From an optimization exercise on the open Yosys and OpenROAD flow, aimed at small area, a short achievable clock period and few clock cycles per item; shortcuts taken in it are not production practice.
The RTL was checked by simulation tests, not by an equivalence proof against the original design.

==> design.v <==
module re_dist_add #(parameter W = 8) (
    input  wire [W-1:0] a,
    input  wire [W-1:0] b,
    input  wire         cin,
    output wire [W-1:0] s,
    output wire         cout
);
    localparam N = W + 1;
    localparam TOP = (N > 64) ? 64 : (N > 32) ? 32 : (N > 16) ? 16 : (N > 8) ? 8 : (N > 4) ? 4 : (N > 2) ? 2 : 1;
    reg [N-1:0] g, p;
    reg [W-1:0] hp;
    integer i, l;
    always @* begin
        g[0] = cin;
        p[0] = 1'b0;
        for (i = 0; i < W; i = i + 1) begin
            g[i+1] = a[i] & b[i];
            p[i+1] = a[i] ^ b[i];
            hp[i]  = a[i] ^ b[i];
        end
        for (l = 1; l < N; l = l * 2)
            for (i = 2 * l - 1; i < N; i = i + 2 * l) begin
                g[i] = g[i] | (p[i] & g[i-l]);
                p[i] = p[i] & p[i-l];
            end
        for (l = TOP; l >= 1; l = l / 2)
            for (i = 3 * l - 1; i < N; i = i + 2 * l) begin
                g[i] = g[i] | (p[i] & g[i-l]);
                p[i] = p[i] & p[i-l];
            end
    end
    assign s    = hp ^ g[W-1:0];
    assign cout = g[W];
endmodule
module re_dist (
    input  wire        clk,
    input  wire        rst,
    input  wire        start,
    input  wire        mode,
    input  wire [39:0] a,
    input  wire [39:0] b,
    input  wire [39:0] c,
    input  wire [39:0] d,
    input  wire [39:0] rx_time,
    output wire        ready,
    output reg         done,
    output wire        ok,
    output wire [63:0] tof,
    output wire [63:0] dist_mm
);
    localparam integer K = 6;
    localparam integer W = 65 + K;
    localparam [24:0] DIVC = 25'd32000000;
    localparam [24:0] CLO  = 25'd21896229;       
    reg        st_idle, st_m1, st_m2, st_div;
    reg [3:0]  sc;        
    reg [69:0] X;         
    reg        xo;        
    reg [39:0] Y;         
    reg        yprev;     
    reg [39:0] Cc;        
    reg [39:0] Dd;        
    reg [W-1:0] P;        
    reg [41:0] s;
    reg        bad;
    reg        okr;
    reg        started;
    reg [4:0]  pos;
    assign ready   = st_idle;
    assign ok      = okr;
    assign tof     = {33'd0, P[30:0]};
    assign dist_mm = {30'd0, Cc[33:0]};
    wire [6:0]   yb = {Y[5:0], yprev};
    wire [W-1:0] row [0:2];
    wire [2:0]   neg;
    genvar gi;
    generate
        for (gi = 0; gi < 3; gi = gi + 1) begin : g_row
            wire b0 = yb[2*gi], b1 = yb[2*gi+1], b2 = yb[2*gi+2];
            wire one = b1 ^ b0;
            wire two = (b2 & ~b1 & ~b0) | (~b2 & b1 & b0);
            assign neg[gi] = b2 & ~(b1 & b0);
            wire [W-1:0] mag = ({W{one}} & {1'b0, X}) | ({W{two}} & {X, 1'b0});
            assign row[gi] = {W{neg[gi]}} ^ (mag << (2*gi));
        end
    endgenerate
    wire [W-1:0] cs_s0 = row[0] ^ row[1] ^ row[2];
    wire [W-1:0] cs_c0 = {((row[0] & row[1]) | (row[0] & row[2]) | (row[1] & row[2])), neg[0]};
    wire [W-1:0] cs_s1 = P ^ cs_s0 ^ cs_c0;
    wire [W-1:0] cs_c1 = {((P & cs_s0) | (P & cs_c0) | (cs_s0 & cs_c0)), neg[1]};
    wire [W-1:0] msum  = cs_s1 + cs_c1 + {{(W-1){1'b0}}, neg[2]};
    wire [63:0]  dval  = ~msum[63:0];        
    wire         mbad  = (xo | (|X[69:64])) & (|Y);
    wire         ylast = ~(|Y[39:K]) & ~Y[K-1];
    wire         m1end = st_m1 & ylast;
    wire         m2end = st_m2 & ylast & (sc[2] | sc[3]);
    wire         p1big = |msum[W-1:64];        
    wire         dneg  = ~(&msum[W-1:64]);     
    wire         mfail = m2end & (bad | mbad | dneg);
    wire [41:0] R = X[41:0];
    wire [42:0] ad_a = ({43{st_idle}}       & {3'b000, rx_time})
                     | ({43{sc[0]}}         & {3'b000, X[39:0]})
                     | ({43{sc[1] | sc[2]}} & {1'b0, s})
                     | ({43{sc[3]}}         & {R, P[63]});
    wire [42:0] ad_b = ({43{st_idle}}       & {3'b111, ~c})
                     | ({43{sc[0]}}         & {3'b000, Y})
                     | ({43{sc[1]}}         & {3'b000, Cc})
                     | ({43{sc[2]}}         & {3'b000, Dd})
                     | ({43{sc[3]}}         & ~{1'b0, s});
    wire        ad_c = st_idle | sc[3];
    wire [42:0] ad_s;
    wire        ad_co;
    re_dist_add #(.W(43)) u_add (.a(ad_a), .b(ad_b), .cin(ad_c), .s(ad_s), .cout(ad_co));
    wire [41:0] sa    = ad_s[41:0];
    wire [42:0] trial = ad_s;
    wire        q     = ad_co;           
    wire [41:0] r_nxt = q ? trial[41:0] : {R[40:0], P[63]};
    wire [49:0] sk_diff;
    wire        sk_ge;
    re_dist_add #(.W(50)) u_skip (.a({R, P[63:56]}), .b(~{8'd0, s}), .cin(1'b1), .s(sk_diff), .cout(sk_ge));
    wire        skip8 = ~started & (pos[4] | pos[3]) & ~sk_ge;
    wire        dlast = st_div & ~skip8 & (pos == 5'd0);
    wire [33:0] Q  = Cc[33:0];
    wire [24:0] R2 = Dd[24:0];
    wire [25:0] r2a;
    wire        c0;        
    re_dist_add #(.W(26)) u_r2a (.a({R2, 1'b0}), .b(~{1'b0, DIVC}), .cin(1'b1), .s(r2a), .cout(c0));
    wire [24:0] r2n0 = c0 ? r2a[24:0] : {R2[23:0], 1'b0};
    wire [33:0] qn0  = {Q[32:0], c0};
    wire        c1a = (R2 >= 25'd5051886);       
    wire        c1b = (R2 >= 25'd21051886);      
    wire [25:0] k1  = c1b ? (26'd42103771 ^ 26'h3ffffff) + 26'd1
                    : c1a ? (26'd10103771 ^ 26'h3ffffff) + 26'd1
                    : {1'b0, CLO};
    wire [25:0] t1;
    wire        t1co;
    re_dist_add #(.W(26)) u_t1 (.a({R2, 1'b0}), .b(k1), .cin(1'b0), .s(t1), .cout(t1co));
    wire [24:0] r2n1 = t1[24:0];
    wire [32:0] h1, h2;      
    wire        h1co, h2co;
    re_dist_add #(.W(33)) u_q2 (.a(Q[33:1]), .b(33'd0), .cin(1'b1), .s(h1), .cout(h1co));
    re_dist_add #(.W(33)) u_q3 (.a(Q[33:1]), .b({32'd0, Q[0]}), .cin(1'b1), .s(h2), .cout(h2co));
    wire [33:0] qp2 = {h1, Q[0]};                
    wire [33:0] qp3 = {h2, ~Q[0]};               
    wire [33:0] qn1 = c1b ? {qp3[32:0], 1'b0} : {qp2[32:0], c1a};
    always @(posedge clk) begin
        if (rst) begin
            st_idle <= 1'b1;
            st_m1   <= 1'b0;
            st_m2   <= 1'b0;
            st_div  <= 1'b0;
            sc      <= 4'd0;
            done    <= 1'b0;
        end else begin
            st_idle <= st_idle ? ~start : mfail | dlast;
            st_m1   <= st_idle ? start : st_m1 & ~ylast;
            st_m2   <= m1end | (st_m2 & ~m2end);
            st_div  <= (m2end & ~(bad | mbad | dneg)) | (st_div & ~dlast);
            sc      <= st_idle ? {3'd0, start}
                     : (mfail | dlast) ? 4'd0
                     : {sc[3] | sc[2], sc[1], sc[0], 1'b0};
            done    <= mfail | dlast;
        end
    end
    always @(posedge clk) begin
        okr <= dlast & (|s);                  
        if (~st_idle & ~sc[3])
            s <= sa;
        if (st_idle) begin
            xo      <= 1'b0;
            bad     <= 1'b0;
            P       <= {W{1'b0}};
            X       <= {30'd0, mode ? b : a};
            Y       <= mode ? sa[39:0] : b;
            yprev   <= 1'b0;
            Cc      <= mode ? a : c;
            Dd      <= d;
            pos     <= 5'd30;
            started <= 1'b0;
        end else if (st_div) begin
            Y       <= Y >> K;
            yprev   <= Y[K-1];
            X[69:42] <= 28'd0;
            P[W-1:64] <= {(W-64){1'b0}};
            pos     <= pos - (skip8 ? 5'd8 : 5'd1);
            if (skip8) begin
                X[41:0] <= {R[33:0], P[63:56]};
                P[63:0] <= {P[55:0], 8'd0};
                Cc[33:0] <= 34'd0;
                Dd[24:0] <= 25'd0;
            end else begin
                X[41:0] <= r_nxt;
                P[63:0] <= {P[62:0], q};
                started <= started | q;
                if (started) begin
                    Cc[33:0] <= q ? qn1 : qn0;
                    Dd[24:0] <= q ? r2n1 : r2n0;
                end else begin
                    Cc[33:0] <= q ? 34'd4 : 34'd0;
                    Dd[24:0] <= q ? CLO : 25'd0;
                end
            end
        end else begin
            bad     <= bad | mbad;
            pos     <= 5'd30;
            started <= 1'b0;
            Y       <= Y >> K;
            yprev   <= Y[K-1];
            P       <= msum;
            X       <= X << K;
            xo      <= xo | (|X[69:70-K]);
            if (m1end) begin
                bad   <= bad | mbad | p1big;
                P     <= ~msum;
                X     <= {30'd0, Cc};
                xo    <= 1'b0;
                Y     <= Dd;
                yprev <= 1'b0;
            end
            if (m2end) begin
                X <= {39'd0, dval[63:31]};
                P <= {{(W-64){1'b0}}, dval[30:0], 33'd0};
            end
        end
    end
endmodule
==> run.sh <==
#!/bin/bash
# synth_recipe.tcl (not shown) runs the flow's synth.tcl, then flattens the netlist and writes it again
# the make line also repeats each setting of config.mk as NAME=value (left out here)
make -C /OpenROAD-flow-scripts/flow DESIGN_CONFIG=/design/flow/config.mk WORK_HOME=/design/flow/orfs CLKGATE_MAP_FILE= SYNTH_SCRIPT=/design/flow/synth_recipe.tcl finish
==> config.mk <==
export PLATFORM = sky130hd
export DESIGN_NAME = re_dist
export DESIGN_NICKNAME = re_dist
export VERILOG_FILES = /design/flow/design.v
export SDC_FILE = /design/flow/constraint.sdc
export NUM_CORES = 4
export LEC_CHECK = 0
export CAP_MARGIN = 20
export CORE_MARGIN = 2
export CORE_UTILIZATION = 40
export PLACE_DENSITY = 0.6
export SETUP_SLACK_MARGIN = 5
export SLEW_MARGIN = 20
==> constraint.sdc <==
create_clock -name core_clock -period 12.0 [get_ports {clk}]
set_input_delay 2.4000 -clock core_clock [delete_from_list [all_inputs] [get_ports {clk}]]
set_output_delay 2.4000 -clock core_clock [all_outputs]
set_load 0.01 [all_outputs]
==> results of run 1 <==
-- timing repair --
item                                    in CTS  in global routing
buffers inserted                             0                  2
pin swaps                                    0                  2
gates resized for setup                      4                 11
endpoints found under the setup margin       9                 22
-- routing by layer --
metal  global-route usage  up-vias
met5                    0        -
met4                0.167        2
met3               0.0632      396
met2                0.487     1904
met1                0.404    16100
li1                     -    14800
-- placed cells by master (no fill, tap or decap), types with 12 or more instances in the layout --
master           netlist  layout
clkbuf_16              0      45
buf_4                130      42
o22ai_1              130     129
nor4_1                28      27
xor2_1               162     162
nor3_1                32      32
and2_1                13      12
a21oi_1              263     263
a31oi_1               19      19
a22o_1                41      41
conb_1                 2      68
o21a_1                13      13
mux2_2                12      12
nor2_1               203     199
dfxtp_1              200     195
and3_1                46      46
a222oi_1              47      47
nand2_1              354     350
nand3_1               37      37
clkdlybuf4s50_1        0     270
mux2i_1              171     171
a221oi_1              35      35
nand2b_1              14      12
inv_1                362     361
o21ai_0              177     175
a211oi_1              54      54
ha_1                 199     196
a211o_1               39      39
fa_1                 168     168
nand4_1               54      54
xnor2_1              233     232
o211ai_1              25      25
a22oi_1              217     217
a21o_1                87      86
o21bai_1              15      15
edfxtp_1             122     122
-- cell type report --
type / count / share of cell area
well taps: 1155 / 0.0367
clock inverters: 19 / 0.00670
repair buffers: 322 / 0.0805
flip-flops and latches: 322 / 0.195
inverters: 367 / 0.0351
clock buffers: 61 / 0.0316
multi-input cells: 3125 / 0.615
diodes: 1 / 0.0000635
-- flip-flops by register name, summed over array words and instances, names as in the netlist, 4 cells and up --
| name | flops |
|---|---|
| P | 71 |
| X | 70 |
| s | 42 |
| Cc | 40 |
| Dd | 40 |
| Y | 40 |
| pos | 5 |
| sc | 4 |
-- kinds of logic after synthesis --
family                     share of synthesized area
and+or+nand+nor                                0.112
muxes                                         0.0528
other                                       0.000214
AOI/OAI and AO/OA                              0.245
DFF                                            0.218
xor gates and xnor gates                       0.101
buffers and inverters                          0.104
adders and majority gates                      0.166
-- path summary, 6_finish.rpt --
path,start,endpoint
hold / removal,Dd[36],Y[36]
setup reg to reg,Y[1],P[56]
hold reg to reg,Dd[36],Y[36]
setup / recovery,Y[1],P[56]
-- critical path, stage by stage, from the launching register on --
cell      delay (ns)
dfxtp_1         0.62
ha_4            0.19
nand2b_4        0.48
buf_8           0.47
xor2_1          0.16
fa_1            0.52
inv_1           0.05
fa_1            0.47
inv_1           0.04
ha_1            0.60
nand4_2         0.27
or3_1           0.45
or2_1           0.28
nor3_1          0.15
o21ai_1         0.27
a211oi_2        0.38
nor2_1          0.11
xor2_1          0.68
xnor2_1         0.15
a211o_1         0.31
-- through the flow --
stage | cells | area, µm² | setup WS [ns]
finish | 5372 | 39400 | 5.22
global route | 5371 | 39400 | 5.02
CTS | 5368 | 39300 | 5.03
detailed placement | 5288 | 37800 | 4.66
global placement | 5287 | 37800 | 4.68
floorplan | 4275 | 35400 | 5.98
==> impl_metrics.py, run 1 <==
metrics = {
    "outcome": {
        "status": "finished clean",
    },
    "setup_path": {
        "crit_fanout": 44,
        "crit_path_end_kind": "register",
        "cp.required_ns": 12.51,
        "ff2ff_setup_slack_ns": 5.22,
        "arrival_ns": 7.30,
        "reg2regPathDepth": 19,
        "crit_path_start_kind": "register",
        "criticalPathCategory": "register to register",
    },
    "detailed_routing": {
        "wl_met3_mm": 13.9,
        "dr.pass1.iters": 9,
        "viasPerCell": 6.19,
        "drt_iter0_markers": 4057,
        "wl_per_cell_um": 27.0,
        "routed-via-count": 33200,
        "wl_met2_mm": 64.6,
        "met1_length_mm": 57.9,
        "highest-signal-layer": "met5",
        "remaining_drc_errors": 0,
        "routed_wl_mm": 145,
        "antenna_left": 0,
    },
    "timing": {
        "relSlewSlack": 0.221,
        "tightest_slew_ns": 1.16,
        "min_period_ns": 6.78,
        "rsz0062_at_grt": "false",
        "fin_hold_ws_ns": 0.499,
        "hold_viol": 0,
        "fin_crit_sh": 0.565,
        "setup_viol": 0,
        "slew_viol_final": 0,
        "fin_skew_ns": 0.0251,
        "fin_tns_setup_ns": 0,
        "max_freq_ghz": 0.147,
    },
    "yosys": {
        "synth_top_cell_by_area": "dfxtp_1",
        "yosysTopAreaCellShare": 0.114,
        "ys_seq_elements": 322,
        "yosys-top-cells-area": "dfxtp_1, edfxtp_1, fa_1",
        "synth_common_cells": "inv_1, nand2_1, a21oi_1",
        "syn_avg_cell_area_um2": 8.35,
        "netlist_area_um2": 35200,
        "synthCells": 4209,
        "post-synth-top-count-cell": "inv_1",
        "dominantRegCellSynth": "dfxtp_1",
        "synthArstFlopShare": 0,
        "synth-edff-count": 122,
        "synth_cell_type_count": 109,
        "ys_seq_area_frac": 0.218,
        "ys_warn_count": 5,
    },
    "clocking": {
        "cts_tree": "done",
        "clk_latency_ns": 0.62,
        "clk_path_buf_depth": 3,
        "cts_root_buf": "clkbuf_16",
        "clk_pin_slew_worst_paths_ns": 0.06,
        "cts_sinks": 322,
        "postCtsHoldBufs": 0,
        "numCtsBuffers": 44,
        "cts_max_level": 2,
    },
    "worst_hold_path": {
        "hold_depth": 2,
        "hold_path_class": "register to register",
    },
    "global_route": {
        "grt-ovfl-total": 0,
        "grt_max_degree": 148,
        "grt_pass1_vias": 32400,
        "antenna_found_initial": 6,
        "grt_pass1_wl_mm": 213,
        "grtUsageTotal": 0.311,
    },
    "placement": {
        "place.gp.congestion": 1.01,
        "hpwl_mm": 108,
        "portBuffers": 271,
    },
    "final_layout": {
        "fillers": 8581,
        "synthToLayoutAreaGrowth_pct": 12.1,
        "multiInputGateArea_um2": 24200,
        "nets": 4753,
        "post-route-util": 0.454,
        "layout-drive-gt1-share": 0.0508,
        "seq_area_um2": 7680,
    },
    "floorplan": {
        "core_um2": 86900,
        "die_x_um": 301,
        "start_util": 0.405,
        "die_area_um2": 90300,
        "placementRows": 108,
        "die_y_um": 301,
        "pin_count": 335,
    },
    "run": {
        "drv_cap": 0,
    },
}
Testbench counts, summed over its fixed seeds: cycles 7,128, items 320.
==> inputs of run 2 (changes only) <==
--- a/design.v
+++ b/design.v
@@ -115,11 +115,15 @@
     wire [42:0] trial = ad_s;
     wire        q     = ad_co;           
     wire [41:0] r_nxt = q ? trial[41:0] : {R[40:0], P[63]};
+    wire        dfirst = (pos == 5'd30);
+    wire [49:0] sk_a = dfirst ? {1'b0, R[32:0], P[63:48]} : {R, P[63:56]};
     wire [49:0] sk_diff;
     wire        sk_ge;
-    re_dist_add #(.W(50)) u_skip (.a({R, P[63:56]}), .b(~{8'd0, s}), .cin(1'b1), .s(sk_diff), .cout(sk_ge));
-    wire        skip8 = ~started & (pos[4] | pos[3]) & ~sk_ge;
-    wire        dlast = st_div & ~skip8 & (pos == 5'd0);
+    re_dist_add #(.W(50)) u_skip (.a(sk_a), .b(~{8'd0, s}), .cin(1'b1), .s(sk_diff), .cout(sk_ge));
+    wire        skip16 = dfirst & ~sk_ge;
+    wire        skip8  = ~dfirst & ~started & (pos[4] | pos[3]) & ~sk_ge;
+    wire        skip   = skip16 | skip8;
+    wire        dlast  = st_div & ~skip & (pos == 5'd0);
     wire [33:0] Q  = Cc[33:0];
     wire [24:0] R2 = Dd[24:0];
     wire [25:0] r2a;
@@ -182,10 +186,10 @@
             yprev   <= Y[K-1];
             X[69:42] <= 28'd0;
             P[W-1:64] <= {(W-64){1'b0}};
-            pos     <= pos - (skip8 ? 5'd8 : 5'd1);
-            if (skip8) begin
-                X[41:0] <= {R[33:0], P[63:56]};
-                P[63:0] <= {P[55:0], 8'd0};
+            pos     <= pos - (skip16 ? 5'd16 : skip8 ? 5'd8 : 5'd1);
+            if (skip) begin
+                X[41:0] <= skip16 ? {R[25:0], P[63:48]} : {R[33:0], P[63:56]};
+                P[63:0] <= skip16 ? {P[47:0], 16'd0} : {P[55:0], 8'd0};
                 Cc[33:0] <= 34'd0;
                 Dd[24:0] <= 25'd0;
             end else begin
==> impl_metrics.py, run 2 <==
metrics = {
    "yosys": {
        "post-synth-top-count-cell": "nand2_1",
        "yosys-top-cells-area": "dfxtp_1, edfxtp_1, fa_1",
        "synthAdderAreaFrac": 0.162,
        "synth_common_cells": "nand2_1, inv_1, clkbuf_1",
        "dominantRegCellSynth": "dfxtp_1",
        "synth_xor_area_frac": 0.0916,
        "ys_seq_area_frac": 0.212,
        "synth_top_cell_by_area": "dfxtp_1",
        "netlist_area_um2": 36100,
        "ys_warn_count": 5,
        "synth_mux_area_frac": 0.0413,
        "synth-edff-count": 122,
        "ys_seq_elements": 322,
        "synthCells": 4534,
        "synthSimpleGateAreaFrac": 0.139,
        "synth_compound_area_frac": 0.252,
        "synth_top_family_by_area": "compound AO/OA/AOI/OAI gates",
        "syn_avg_cell_area_um2": 7.97,
        "synthArstFlopShare": 0,
        "synth_cell_type_count": 86,
        "yosysTopAreaCellShare": 0.111,
    },
    "detailed_routing": {
        "routed-via-count": 36100,
        "wl_per_cell_um": 27.9,
        "antenna_left": 0,
        "remaining_drc_errors": 0,
        "dr.pass1.iters": 10,
        "viasPerCell": 6.30,
        "routed_wl_mm": 160,
        "drt_iter0_markers": 5400,
    },
    "global_route": {
        "antenna_found_initial": 4,
        "grt_pass1_vias": 34100,
        "grt_pass1_wl_mm": 233,
        "grt-ovfl-total": 0,
        "grt_max_degree": 90,
        "grtUsageTotal": 0.332,
    },
    "final_layout": {
        "largest_register_ffs": 71,
        "fillers": 9000,
        "final_cell_mix": "nand2_1, inv_1, o21ai_0",
        "post-route-util": 0.453,
        "nets": 5090,
        "top_register": "P",
        "final_common_cell": "nand2_1",
        "largest_registers": "P (71), X (70), s (42)",
        "synthToLayoutAreaGrowth_pct": 12.6,
        "layout-drive-gt1-share": 0.0624,
        "post-route-cell-area_um2": 40700,
    },
    "floorplan": {
        "start_util": 0.403,
        "placementRows": 110,
        "core_um2": 89700,
        "pin_count": 335,
        "die_area_um2": 92800,
        "die_y_um": 305,
        "die_x_um": 305,
    },
    "clocking": {
        "cts_sinks": 322,
        "cts_max_level": 2,
        "clk_latency_ns": 0.64,
        "postCtsHoldBufs": 0,
        "clk_path_buf_depth": 3,
        "numCtsBuffers": 43,
        "cts_root_buf": "clkbuf_16",
        "cts_tree": "done",
        "clk_pin_slew_worst_paths_ns": 0.06,
    },
    "setup_path": {
        "ff2ff_setup_slack_ns": 5.14,
        "rr_startpoint": "Y[0]",
        "slowest_stage": "fa_1",
        "crit_fanout": 70,
        "cp.required_ns": 12.46,
        "startpoint": "Y[0]",
        "crit_path_start_kind": "register",
        "criticalPathCategory": "register to register",
        "max_stage_delay_ns": 0.59,
        "worstPathCellList": "ha_2, buf_12, nand2_1, xnor2_1, fa_1, fa_1, fa_1, fa_1, nand2b_1, a21o_1, a211oi_1, o2111ai_1, o211a_1, o21a_1, o41ai_2, xor2_2, xnor2_1, a221oi_1, o22ai_1",
        "path_common_cell": "fa_1",
        "arrival_ns": 7.32,
        "crit_path_end_kind": "register",
    },
    "timing": {
        "hold_viol": 0,
        "fin_skew_ns": 0.0557,
        "min_period_ns": 6.86,
        "rsz0062_at_grt": "false",
        "fin_crit_sh": 0.572,
        "slew_viol_final": 0,
        "fin_tns_setup_ns": 0,
        "setup_viol": 0,
        "max_freq_ghz": 0.146,
        "relSlewSlack": 0.228,
        "tightest_slew_ns": 1.16,
    },
    "placement": {
        "portBuffers": 271,
        "place.gp.congestion": 1.03,
        "hpwl_mm": 119,
        "place_area_um2": 39000,
    },
    "worst_hold_path": {
        "hold_path_class": "register to register",
        "worstHoldStart": "xo",
    },
    "outcome": {
        "status": "finished clean",
    },
    "run": {
        "drv_cap": 0,
    },
}
## run 2: cell count changes in the layout (fill, tap and decap cells not counted), moves of 33 or more
cell      delta
mux2i_1     -78
a222oi_1    +33
nand2_1    +319
a22oi_1     +43
o21ai_0     +96
o22ai_1     -72
mux2_2      +38
a21oi_1     -40
## run 2: final timing paths
path / endpoint / cells past startpoint
worst max-delay path: P[56] / 19
worst min-delay path: xo / 2
worst max register to register: P[56] / 19
worst min register to register: xo / 2
## run 2: logic make-up (layout without fill, tap and decap cells)
kind of cell,count (synthesis),in the layout
AOI/OAI and AO/OA,1333,1333
xor gates and xnor gates,378,378
adders and majority gates,367,367
buffers and inverters,845,797
DFF,322,322
muxes,143,143
other,2,71
and+or+nand+nor,1144,1144
## run 2: repair_timing
action,CTS,global route
setup endpoints to repair,23,42
gates resized for setup,15,26
cloned,0,0
setup buffers,0,1
pin swaps,0,2
## run 2: layout make-up
class / instances / area, µm² / share of cell area
well taps: 1176 / 1470 / 0.0362
diodes: 3 / 7.51 / 0.000185
clock inverters: 23 / 265 / 0.00652
multi-input cells: 3433 / 25300 / 0.622
clock buffers: 55 / 1160 / 0.0285
repair buffers: 347 / 3390 / 0.0834
flip-flops and latches: 322 / 7680 / 0.189
inverters: 372 / 1400 / 0.0344
## run 2: critical path, delay by kind of cell (launching register included)
family                     cells  cell delay [ns]
buffers and inverters          1             0.32
adders and majority gates      5             2.40
DFF                            1             0.43
xor gates and xnor gates       3             0.77
and+or+nand+nor                2             0.31
AOI/OAI and AO/OA              8             2.42
## run 2: metal layers
metal / GRT usage / vias to the layer above / part of all wire
li1: - / 15900 / -
met1: 0.452 / 17500 / 0.40
met2: 0.512 / 2283 / 0.44
met3: 0.0661 / 410 / 0.11
met4: 0.138 / 4 / 0.048
met5: 0 / - / 0.00029
## run 2: through the flow
| stage | hold WS (ns) | instances | setup WS (ns) |
|---|---|---|---|
| 5_1_grt | 0.549 | 5728 | 5.00 |
| 3_3_place_gp | 0.487 | 5646 | 4.18 |
| 6_report | 0.502 | 5731 | 5.14 |
| 4_1_cts | 0.502 | 5726 | 5.03 |
| 2_1_floorplan | 0.458 | 4600 | 5.50 |
| 3_5_place_dp | 0.494 | 5648 | 4.17 |
Testbench counts of run 2, summed over its fixed seeds: cycles 6,818, items 320.
==> inputs of run 3 (changes only) <==
--- a/config.mk
+++ b/config.mk
@@ -8,6 +8,7 @@
 export CAP_MARGIN = 20
 export CORE_MARGIN = 2
 export CORE_UTILIZATION = 40
+export CTS_BUF_LIST = sky130_fd_sc_hd__clkbuf_4 sky130_fd_sc_hd__clkbuf_8
 export PLACE_DENSITY = 0.6
 export SETUP_SLACK_MARGIN = 5
 export SLEW_MARGIN = 20
==> impl_metrics.py, run 3 <==
metrics = {
    "yosys": {
        "netlist_area_um2": 36100,
        "synthCells": 4534,
        "syn_avg_cell_area_um2": 7.97,
        "synth_top_cell_by_area": "dfxtp_1",
        "synth_cell_type_count": 86,
        "ys_seq_elements": 322,
        "synth-edff-count": 122,
        "yosys-top-cells-area": "dfxtp_1, edfxtp_1, fa_1",
        "synth_common_cells": "nand2_1, inv_1, clkbuf_1",
        "dominantRegCellSynth": "dfxtp_1",
        "synthArstFlopShare": 0,
        "ys_seq_area_frac": 0.212,
        "yosysTopAreaCellShare": 0.111,
        "post-synth-top-count-cell": "nand2_1",
        "ys_warn_count": 5,
    },
    "floorplan": {
        "die_x_um": 305,
        "start_util": 0.403,
        "pin_count": 335,
        "core_um2": 89700,
        "die_y_um": 305,
        "die_area_um2": 92800,
        "placementRows": 110,
    },
    "detailed_routing": {
        "wl_met3_mm": 17.7,
        "wl_met2_mm": 69.3,
        "remaining_drc_errors": 0,
        "dr.pass1.iters": 9,
        "routed_wl_mm": 160,
        "viasPerCell": 6.27,
        "drt_iter0_markers": 5368,
        "wl_per_cell_um": 27.7,
        "antenna_left": 0,
        "routed-via-count": 36200,
        "met1_length_mm": 64.4,
        "highest-signal-layer": "met5",
    },
    "placement": {
        "post-place-cells": 5648,
        "hpwl_mm": 119,
        "place.gp.congestion": 1.03,
        "portBuffers": 271,
    },
    "clocking": {
        "cts_sinks": 322,
        "cts_max_level": 3,
        "cts_root_buf": "clkbuf_8",
        "clk_pin_slew_worst_paths_ns": 0.07,
        "postCtsSetupBuffers": 0,
        "clk_latency_ns": 0.73,
        "postCtsHoldBufs": 0,
        "clk_path_buf_depth": 3,
        "cts_tree": "done",
        "numCtsBuffers": 69,
    },
    "global_route": {
        "grt_max_degree": 90,
        "grtUsageTotal": 0.333,
        "antenna_found_initial": 6,
        "grt-ovfl-total": 0,
        "grt_pass1_wl_mm": 233,
        "grt_pass1_vias": 34300,
    },
    "final_layout": {
        "top_register": "P",
        "layout-drive-gt1-share": 0.0729,
        "fillers": 9018,
        "final_cell_mix": "nand2_1, inv_1, o21ai_0",
        "nets": 5115,
        "largest_registers": "P (71), X (70), s (42)",
        "synthToLayoutAreaGrowth_pct": 12.7,
        "layoutNonFillerInstCount": 5777,
        "largest_register_ffs": 71,
        "final_common_cell": "nand2_1",
    },
    "setup_path": {
        "cp.required_ns": 12.59,
        "arrival_ns": 7.53,
        "crit_buf_inv": 3,
        "cp_top_family": "adder cells",
        "max_stage_delay_ns": 0.70,
        "crit_fanout": 54,
        "criticalPathCategory": "register to register",
        "slowest_stage": "dfxtp_1",
        "worstPathCellList": "ha_4, nand2b_4, buf_8, xor2_1, fa_1, inv_1, fa_1, inv_1, ha_1, nand4_1, nor3_1, o2111ai_1, o211a_1, o21a_1, o41ai_2, xor2_2, xnor2_1, a221oi_1, o22ai_1",
        "crit_path_start_kind": "register",
        "crit_path_end_kind": "register",
    },
    "timing": {
        "tightest_slew_ns": 1.29,
        "rsz0062_at_grt": "true",
        "relSlewSlack": 0.132,
        "hold_viol": 0,
        "setup_viol": 0,
        "fin_skew_ns": 0.0561,
        "slew_viol_final": 0,
        "fin_crit_sh": 0.578,
        "max_freq_ghz": 0.144,
        "fin_tns_setup_ns": 0,
        "min_period_ns": 6.93,
    },
    "outcome": {
        "status": "finished clean",
    },
    "worst_hold_path": {
        "hold_path_class": "register to register",
    },
    "run": {
        "drv_cap": 0,
    },
}
## run 3: tightest hold or removal path: stages, from the launching register on
cell       delay (ns)
dfxtp_1          0.31
inv_1            0.05
a2111oi_0        0.08
## run 3: final timing paths
| path | start | to | slack [ns] | depth (start not counted) |
|---|---|---|---|---|
| max | Y[1] | P[56] | 5.07 | 19 |
| min | xo | xo | 0.49 | 2 |
| max reg2reg | Y[1] | P[56] | 5.07 | 19 |
| min reg2reg | xo | xo | 0.49 | 2 |
## run 3: timing repair
item / CTS / global route
gates resized for setup: 13 / 21
endpoints found under the setup margin: 18 / 44
pin swaps: 0 / 0
## run 3: area by class of cell
class / count / area (µm²) / share of cell area
clock inverters: 22 / 249 / 0.00611
well taps: 1176 / 1470 / 0.0361
repair buffers: 346 / 3350 / 0.0823
multi-input cells: 3433 / 25300 / 0.621
diodes: 4 / 10.0 / 0.000246
flip-flops and latches: 322 / 7680 / 0.188
clock buffers: 102 / 1280 / 0.0314
inverters: 372 / 1400 / 0.0344
## run 3: cell families after synthesis
logic type,Yosys count,share of synthesized area
AOI/OAI and AO/OA,1333,0.252
and+or+nand+nor,1144,0.139
buffers and inverters,845,0.102
xor gates and xnor gates,378,0.0916
adders and majority gates,367,0.162
DFF,322,0.212
muxes,143,0.0413
other,2,0.000208
## run 3: through the flow
step | hold WS, ns | instance area (µm²) | util | worst slack [ns]
2_1_floorplan | 0.458 | 36400 | - | 5.50
3_3_place_gp | 0.487 | 39000 | 0.434 | 4.18
3_5_place_dp | 0.494 | 39000 | 0.435 | 4.17
4_1_cts | 0.501 | 40600 | 0.453 | 5.04
5_1_grt | 0.548 | 40700 | 0.454 | 4.95
6_report | 0.495 | 40700 | 0.454 | 5.07
## run 3: metal layers
layer  vias to the layer above  global-route usage
met2                      2298               0.507
met3                       437              0.0768
li1                      15900                   -
met1                     17500               0.448
met5                         -                   0
met4                         4               0.153
==> inputs of run 4 (changes only) <==
--- a/design.v
+++ b/design.v
@@ -68,7 +68,7 @@
     reg [4:0]  pos;
     assign ready   = st_idle;
     assign ok      = okr;
-    assign tof     = {33'd0, P[30:0]};
+    assign tof     = P[63:0];                
     assign dist_mm = {30'd0, Cc[33:0]};
     wire [6:0]   yb = {Y[5:0], yprev};
     wire [W-1:0] row [0:2];
@@ -88,7 +88,9 @@
     wire [W-1:0] cs_c0 = {((row[0] & row[1]) | (row[0] & row[2]) | (row[1] & row[2])), neg[0]};
     wire [W-1:0] cs_s1 = P ^ cs_s0 ^ cs_c0;
     wire [W-1:0] cs_c1 = {((P & cs_s0) | (P & cs_c0) | (cs_s0 & cs_c0)), neg[1]};
-    wire [W-1:0] msum  = cs_s1 + cs_c1 + {{(W-1){1'b0}}, neg[2]};
+    wire [W-1:0] msum;
+    wire         mco;
+    re_dist_add #(.W(W)) u_madd (.a(cs_s1), .b(cs_c1), .cin(neg[2]), .s(msum), .cout(mco));
     wire [63:0]  dval  = ~msum[63:0];        
     wire         mbad  = (xo | (|X[69:64])) & (|Y);
     wire         ylast = ~(|Y[39:K]) & ~Y[K-1];
==> impl_metrics.py, run 4 <==
metrics = {
    "yosys": {
        "synthCells": 4167,
        "netlist_area_um2": 35000,
        "synth_cell_type_count": 82,
        "post-synth-top-count-cell": "nand2_1",
        "yosys-top-cells-area": "fa_1, dfxtp_1, edfxtp_1",
        "synthArstFlopShare": 0,
        "syn_avg_cell_area_um2": 8.39,
        "ys_warn_count": 6,
        "yosysTopAreaCellShare": 0.116,
        "ys_seq_elements": 322,
        "ys_seq_area_frac": 0.219,
        "synth_common_cells": "nand2_1, inv_1, xnor2_1",
        "synth-edff-count": 122,
        "dominantRegCellSynth": "dfxtp_1",
        "synth_top_cell_by_area": "fa_1",
    },
    "timing": {
        "fin_crit_sh": 0.575,
        "hold_viol": 0,
        "fin_tns_setup_ns": 0,
        "setup_viol": 0,
        "rsz0062_at_grt": "true",
        "slew_viol_final": 0,
        "fin_skew_ns": 0.0473,
        "fin_hold_ws_ns": 0.495,
        "max_freq_ghz": 0.145,
        "relSlewSlack": 0.180,
        "min_period_ns": 6.90,
        "tightest_slew_ns": 1.23,
    },
    "placement": {
        "hpwl_mm": 113,
        "place.gp.congestion": 1.02,
        "place_area_um2": 37900,
        "portBuffers": 304,
    },
    "setup_path": {
        "rr_startpoint": "Y[5]",
        "cp_top_family": "compound AO/OA/AOI/OAI gates",
        "criticalPathCategory": "register to register",
        "crit_path_end_kind": "register",
        "cp.required_ns": 12.53,
        "startpoint": "Y[5]",
        "crit_fanout": 33,
        "crit_buf_inv": 5,
        "slowest_stage": "fa_1",
        "max_stage_delay_ns": 0.54,
        "crit_path_start_kind": "register",
        "arrival_ns": 7.43,
    },
    "global_route": {
        "grt_pass1_wl_mm": 222,
        "grtUsageTotal": 0.332,
        "grt-ovfl-total": 0,
        "grt_pass1_vias": 32200,
        "grt_max_degree": 169,
        "antenna_found_initial": 7,
    },
    "final_layout": {
        "largest_register_ffs": 71,
        "nets": 4831,
        "layout-drive-gt1-share": 0.0866,
        "final_common_cell": "nand2_1",
        "largest_registers": "P (71), X (70), s (42)",
        "top_register": "P",
        "synthToLayoutAreaGrowth_pct": 14.9,
        "seq_area_um2": 7690,
        "multiInputGateArea_um2": 23900,
        "post-route-cell-area_um2": 40200,
        "final_cell_mix": "nand2_1, inv_1, clkdlybuf4s50_1",
        "fillers": 8652,
    },
    "clocking": {
        "numCtsBuffers": 69,
        "cts_sinks": 322,
        "cts_root_buf": "clkbuf_8",
        "cts_tree": "done",
        "clk_path_buf_depth": 3,
        "clk_pin_slew_worst_paths_ns": 0.07,
        "clk_latency_ns": 0.71,
        "cts_max_level": 3,
    },
    "detailed_routing": {
        "routed-via-count": 33700,
        "highest-signal-layer": "met5",
        "viasPerCell": 6.19,
        "wl_per_cell_um": 28.6,
        "remaining_drc_errors": 0,
        "drt_iter0_markers": 5192,
        "met1_length_mm": 60.5,
        "routed_wl_mm": 155,
        "wl_met2_mm": 67.4,
        "wl_met3_mm": 18.1,
        "dr.pass1.iters": 13,
        "antenna_left": 0,
    },
    "floorplan": {
        "die_x_um": 300,
        "die_area_um2": 89800,
        "start_util": 0.403,
        "core_um2": 86800,
        "pin_count": 335,
        "placementRows": 108,
        "die_y_um": 300,
    },
    "worst_hold_path": {
        "hold_path_class": "register to register",
        "worstHoldStart": "bad",
    },
    "outcome": {
        "status": "finished clean",
    },
    "run": {
        "drv_cap": 0,
    },
}
-- run 4: cell types whose count changed after synthesis, moves of 15 or more --
cell      before  now
xnor2_1      229  284
nor3_1        35   19
clkbuf_1     280  217
a221oi_1      26    4
mux2i_1       93  136
nand2_1      672  544
fa_1         168  202
nand4_1       51   36
inv_1        370  403
a21o_1        93   42
xor2_1       149   91
o22ai_1       57   26
o21ai_0      275  163
-- run 4: layer usage --
layer | vias up | global-route usage
met2 | 2223 | 0.505
li1 | 14600 | -
met3 | 464 | 0.0794
met5 | - | 0
met1 | 16400 | 0.436
met4 | 8 | 0.178
-- run 4: worst paths after layout --
kind | endpoint | slack, ns | cells past startpoint
worst min-delay path | bad | 0.50 | 2
worst min register to register | bad | 0.50 | 2
worst max register to register | P[42] | 5.10 | 27
worst max-delay path | P[42] | 5.10 | 27
-- run 4: cell families (layout without fill, tap and decap cells) --
kind of cell / count (synthesis) / in the layout / synth area share
compound gates: 1078 / 1078 / 0.215
simple gates: 947 / 947 / 0.118
buf+inv: 852 / 935 / 0.110
fa+ha+maj: 400 / 400 / 0.187
xor+xnor: 376 / 376 / 0.0946
flops: 322 / 322 / 0.219
mux: 190 / 190 / 0.0563
other cells: 2 / 37 / 0.000215
-- run 4: worst register-to-register path: stages (launching register included) --
cell      delay (ns)
dfxtp_4         0.39
or3b_4          0.40
o21ai_4         0.10
buf_12          0.17
buf_16          0.23
a22oi_1         0.12
xnor2_1         0.21
fa_1            0.54
inv_1           0.05
fa_1            0.48
inv_1           0.08
ha_1            0.16
a21oi_1         0.08
o21ai_1         0.29
o211ai_1        0.29
a211oi_1        0.44
o21ai_2         0.16
o21bai_1        0.33
inv_1           0.16
nor2_1          0.12
nor2_1          0.09
o21a_1          0.20
fa_1            0.47
xor2_2          0.54
xnor2_1         0.19
nor2_1          0.05
a21oi_1         0.25
o22ai_1         0.13
-- run 4: stage by stage --
step           utilization  cells  setup WS, ns
2_1_floorplan            -   4200          5.15
3_3_place_gp         0.437   5286          3.82
3_5_place_dp         0.437   5286          3.67
4_1_cts              0.459   5423          5.00
5_1_grt              0.463   5439          4.88
6_report             0.463   5440          5.10
-- run 4: cell type report --
type / count / share of cell area
diodes: 2 / 0.000125
clock buffers: 106 / 0.0329
clock inverters: 21 / 0.00340
inverters: 408 / 0.0387
multi-input cells: 3026 / 0.594
flip-flops and latches: 322 / 0.191
well taps: 1155 / 0.0360
repair buffers: 400 / 0.103
-- run 4: repair_timing --
| item | CTS | global route |
|---|---|---|
| hold buffers | 0 | 0 |
| buffers inserted | 6 | 8 |
| gates cloned | 4 | 7 |
| resized for setup | 57 | 39 |
| setup endpoints to repair | 66 | 71 |
| pin swaps | 8 | 13 |
Testbench counts of run 4, summed over its fixed seeds: cycles 6,818, items 320.
==> inputs of run 5 (changes only) <==
--- a/config.mk
+++ b/config.mk
@@ -8,7 +8,6 @@
 export CAP_MARGIN = 20
 export CORE_MARGIN = 2
 export CORE_UTILIZATION = 40
-export CTS_BUF_LIST = sky130_fd_sc_hd__clkbuf_4 sky130_fd_sc_hd__clkbuf_8
 export PLACE_DENSITY = 0.6
 export SETUP_SLACK_MARGIN = 5
 export SLEW_MARGIN = 20
==> impl_metrics.py, run 5 <==
metrics = {
    "detailed_routing": {
        "wl_per_cell_um": 28.7,
        "remaining_drc_errors": 0,
        "routed-via-count": 33400,
        "dr.pass1.iters": 9,
        "antenna_left": 0,
        "drt_iter0_markers": 4860,
        "viasPerCell": 6.18,
        "routed_wl_mm": 155,
    },
    "yosys": {
        "synth-edff-count": 122,
        "ys_seq_elements": 322,
        "ys_seq_area_frac": 0.219,
        "dominantRegCellSynth": "dfxtp_1",
        "synthAdderAreaFrac": 0.187,
        "post-synth-top-count-cell": "nand2_1",
        "netlist_area_um2": 35000,
        "synthSimpleGateAreaFrac": 0.118,
        "synth_common_cells": "nand2_1, inv_1, xnor2_1",
        "syn_avg_cell_area_um2": 8.39,
        "synth_top_family_by_area": "compound AO/OA/AOI/OAI gates",
        "synth_xor_area_frac": 0.0946,
        "yosysTopAreaCellShare": 0.116,
        "synth_mux_area_frac": 0.0563,
        "ys_warn_count": 6,
        "synthArstFlopShare": 0,
        "synth_top_cell_by_area": "fa_1",
        "synth_compound_area_frac": 0.215,
        "synth_cell_type_count": 82,
        "synthCells": 4167,
        "yosys-top-cells-area": "fa_1, dfxtp_1, edfxtp_1",
    },
    "timing": {
        "relSlewSlack": 0.168,
        "hold_viol": 0,
        "rsz0062_at_grt": "false",
        "slew_viol_final": 0,
        "tightest_slew_ns": 1.25,
        "fin_tns_setup_ns": 0,
        "fin_skew_ns": 0.0521,
        "min_period_ns": 6.76,
        "setup_viol": 0,
        "fin_crit_sh": 0.564,
        "max_freq_ghz": 0.148,
    },
    "clocking": {
        "cts_root_buf": "clkbuf_16",
        "postCtsHoldBufs": 0,
        "cts_max_level": 2,
        "clk_pin_slew_worst_paths_ns": 0.06,
        "clk_latency_ns": 0.62,
        "cts_sinks": 322,
        "numCtsBuffers": 44,
        "cts_tree": "done",
        "clk_path_buf_depth": 3,
    },
    "final_layout": {
        "nets": 4813,
        "post-route-util": 0.465,
        "top_register": "P",
        "final_common_cell": "nand2_1",
        "largest_registers": "P (71), X (70), s (42)",
        "layoutNonFillerInstCount": 5401,
        "synthToLayoutAreaGrowth_pct": 15.3,
        "final_cell_mix": "nand2_1, inv_1, clkdlybuf4s50_1",
        "layout-drive-gt1-share": 0.0766,
        "largest_register_ffs": 71,
    },
    "floorplan": {
        "die_x_um": 300,
        "die_area_um2": 89800,
        "pin_count": 335,
        "start_util": 0.403,
        "die_y_um": 300,
        "core_um2": 86800,
        "placementRows": 108,
    },
    "setup_path": {
        "crit_fanout": 70,
        "cp.required_ns": 12.55,
        "crit_path_end_kind": "register",
        "crit_path_start_kind": "register",
        "criticalPathCategory": "register to register",
        "arrival_ns": 7.32,
    },
    "global_route": {
        "antenna_found_initial": 7,
        "grt-ovfl-total": 0,
        "grt_pass1_vias": 32000,
        "grtUsageTotal": 0.330,
        "grt_max_degree": 169,
        "grt_pass1_wl_mm": 221,
    },
    "run": {
        "drv_cap": 0,
    },
    "placement": {
        "post-place-cells": 5286,
        "portBuffers": 304,
        "place.gp.congestion": 1.02,
        "hpwl_mm": 113,
    },
    "worst_hold_path": {
        "hold_path_class": "register to register",
    },
    "outcome": {
        "status": "finished clean",
    },
}
[run 5: cell count changes in the layout (fill, tap and decap cells not counted), sizes merged]
cell	before	now
bufinv	0	2
buf	91	97
clkinvlp	2	1
inv	414	411
clkbuf	111	66
diode	2	4
[run 5: through the flow]
step | setup slack, ns | hold slack (ns) | instance area, µm²
after floorplan | 5.15 | 0.441 | 35100
after global placement | 3.82 | 0.472 | 37900
after detailed placement | 3.67 | 0.484 | 37900
after CTS | 5.01 | 0.497 | 39800
after global routing | 4.97 | 0.526 | 40300
final | 5.24 | 0.496 | 40300
[run 5: timing repair]
item                                    4_1_cts  5_1_grt
setup buffers                                 5       12
gates resized for setup                      58       37
pin swaps                                     8       17
endpoints found under the setup margin       67       93
cloned                                        4       11
[run 5: cell type report]
cell class                 count  area [µm²]
fill                        8613       46400
multi-input combinational   3026       23900
sequential                   322        7690
timing repair buffer         407        4240
inverter                     408        1560
tap                         1155        1450
clock buffer                  60        1310
clock inverter                19         198
antenna                        4        10.0
[run 5: metal layers]
layer,vias up,track usage,wire length [µm]
li1,14500,-,-
met1,16200,0.434,60400
met2,2151,0.496,66500
met3,471,0.0769,18100
met4,4,0.190,10100
met5,-,0,23
[run 5: kinds of logic after synthesis]
family | Yosys count
buf+inv | 852
compound gates | 1078
mux | 190
other cells | 2
flops | 322
xor+xnor | 376
simple gates | 947
fa+ha+maj | 400
[run 5: path summary, 6_finish.rpt]
check | depth (start not counted) | end | start | slack, ns
worst max register to register | 26 | sc[3] | Y[0] | 5.24
worst min-delay path | 2 | bad | bad | 0.50
worst min register to register | 2 | bad | bad | 0.50
worst max-delay path | 26 | sc[3] | Y[0] | 5.24
[run 5: critical path, cell delays in order, from the launching register on]
cell	delay, ns
dfxtp_1	0.45
ha_2	0.34
buf_12	0.19
a22oi_1	0.38
xnor2_1	0.18
fa_1	0.43
inv_1	0.09
fa_1	0.42
ha_1	0.37
nand4_1	0.22
nor4_4	0.39
nand4_1	0.21
a2111oi_2	0.24
nor2_1	0.11
nand4_1	0.19
a21o_1	0.17
a41oi_1	0.15
a211o_1	0.30
fa_1	0.38
xnor2_1	0.20
xnor2_1	0.16
xnor2_1	0.15
xnor3_2	0.30
nor3b_2	0.22
o21a_2	0.18
nand2_1	0.06
nor2_1	0.08

==> afterwards: timing with drivers on the ports <==
The results above use ideal ports. As a check the final layouts listed here were re-extracted and re-timed, cells and wires unchanged. Step 1: set_driving_cell puts a clkbuf_16 on clk and a buf_2 on each other input, an assumption about the parent block. Step 2 moves the port delays by t, midway between the first and last clock arrival at a register: inputs arrive t later, outputs are due t later. That takes back most of the time a late clock gives input paths. Three values: ideal ports, drivers, drivers and shift; two values: the first two.
run | t (ns) | setup slack, ns | hold WS [ns] | clock arrival spread, ns | worst data-port slew with drivers (ns)
run 1 | 0.679 | 5.218 / 5.218 / 4.630 | 0.499 / 0.499 / 0.499 | 0.026 / 0.026 | 0.05
run 2 | 0.684 | 5.136 / 5.136 / 4.599 | 0.502 / 0.502 / 0.502 | 0.056 / 0.056 | 0.10
run 3 | 0.778 | 5.066 / 5.066 / 4.477 | 0.495 / 0.495 / 0.495 | 0.056 / 0.056 | 0.10
run 4 | 0.751 | 5.103 / 5.103 / 4.601 | 0.495 / 0.495 / 0.495 | 0.048 / 0.048 | 0.05
run 5 | 0.666 | 5.237 / 5.237 / 4.641 | 0.496 / 0.496 / 0.496 | 0.052 / 0.052 | 0.05
After both steps every run listed still meets setup and hold. The setup slack of run 5, which loses most, moves by 0.000 ns with the drivers and by -0.596 ns with both steps.
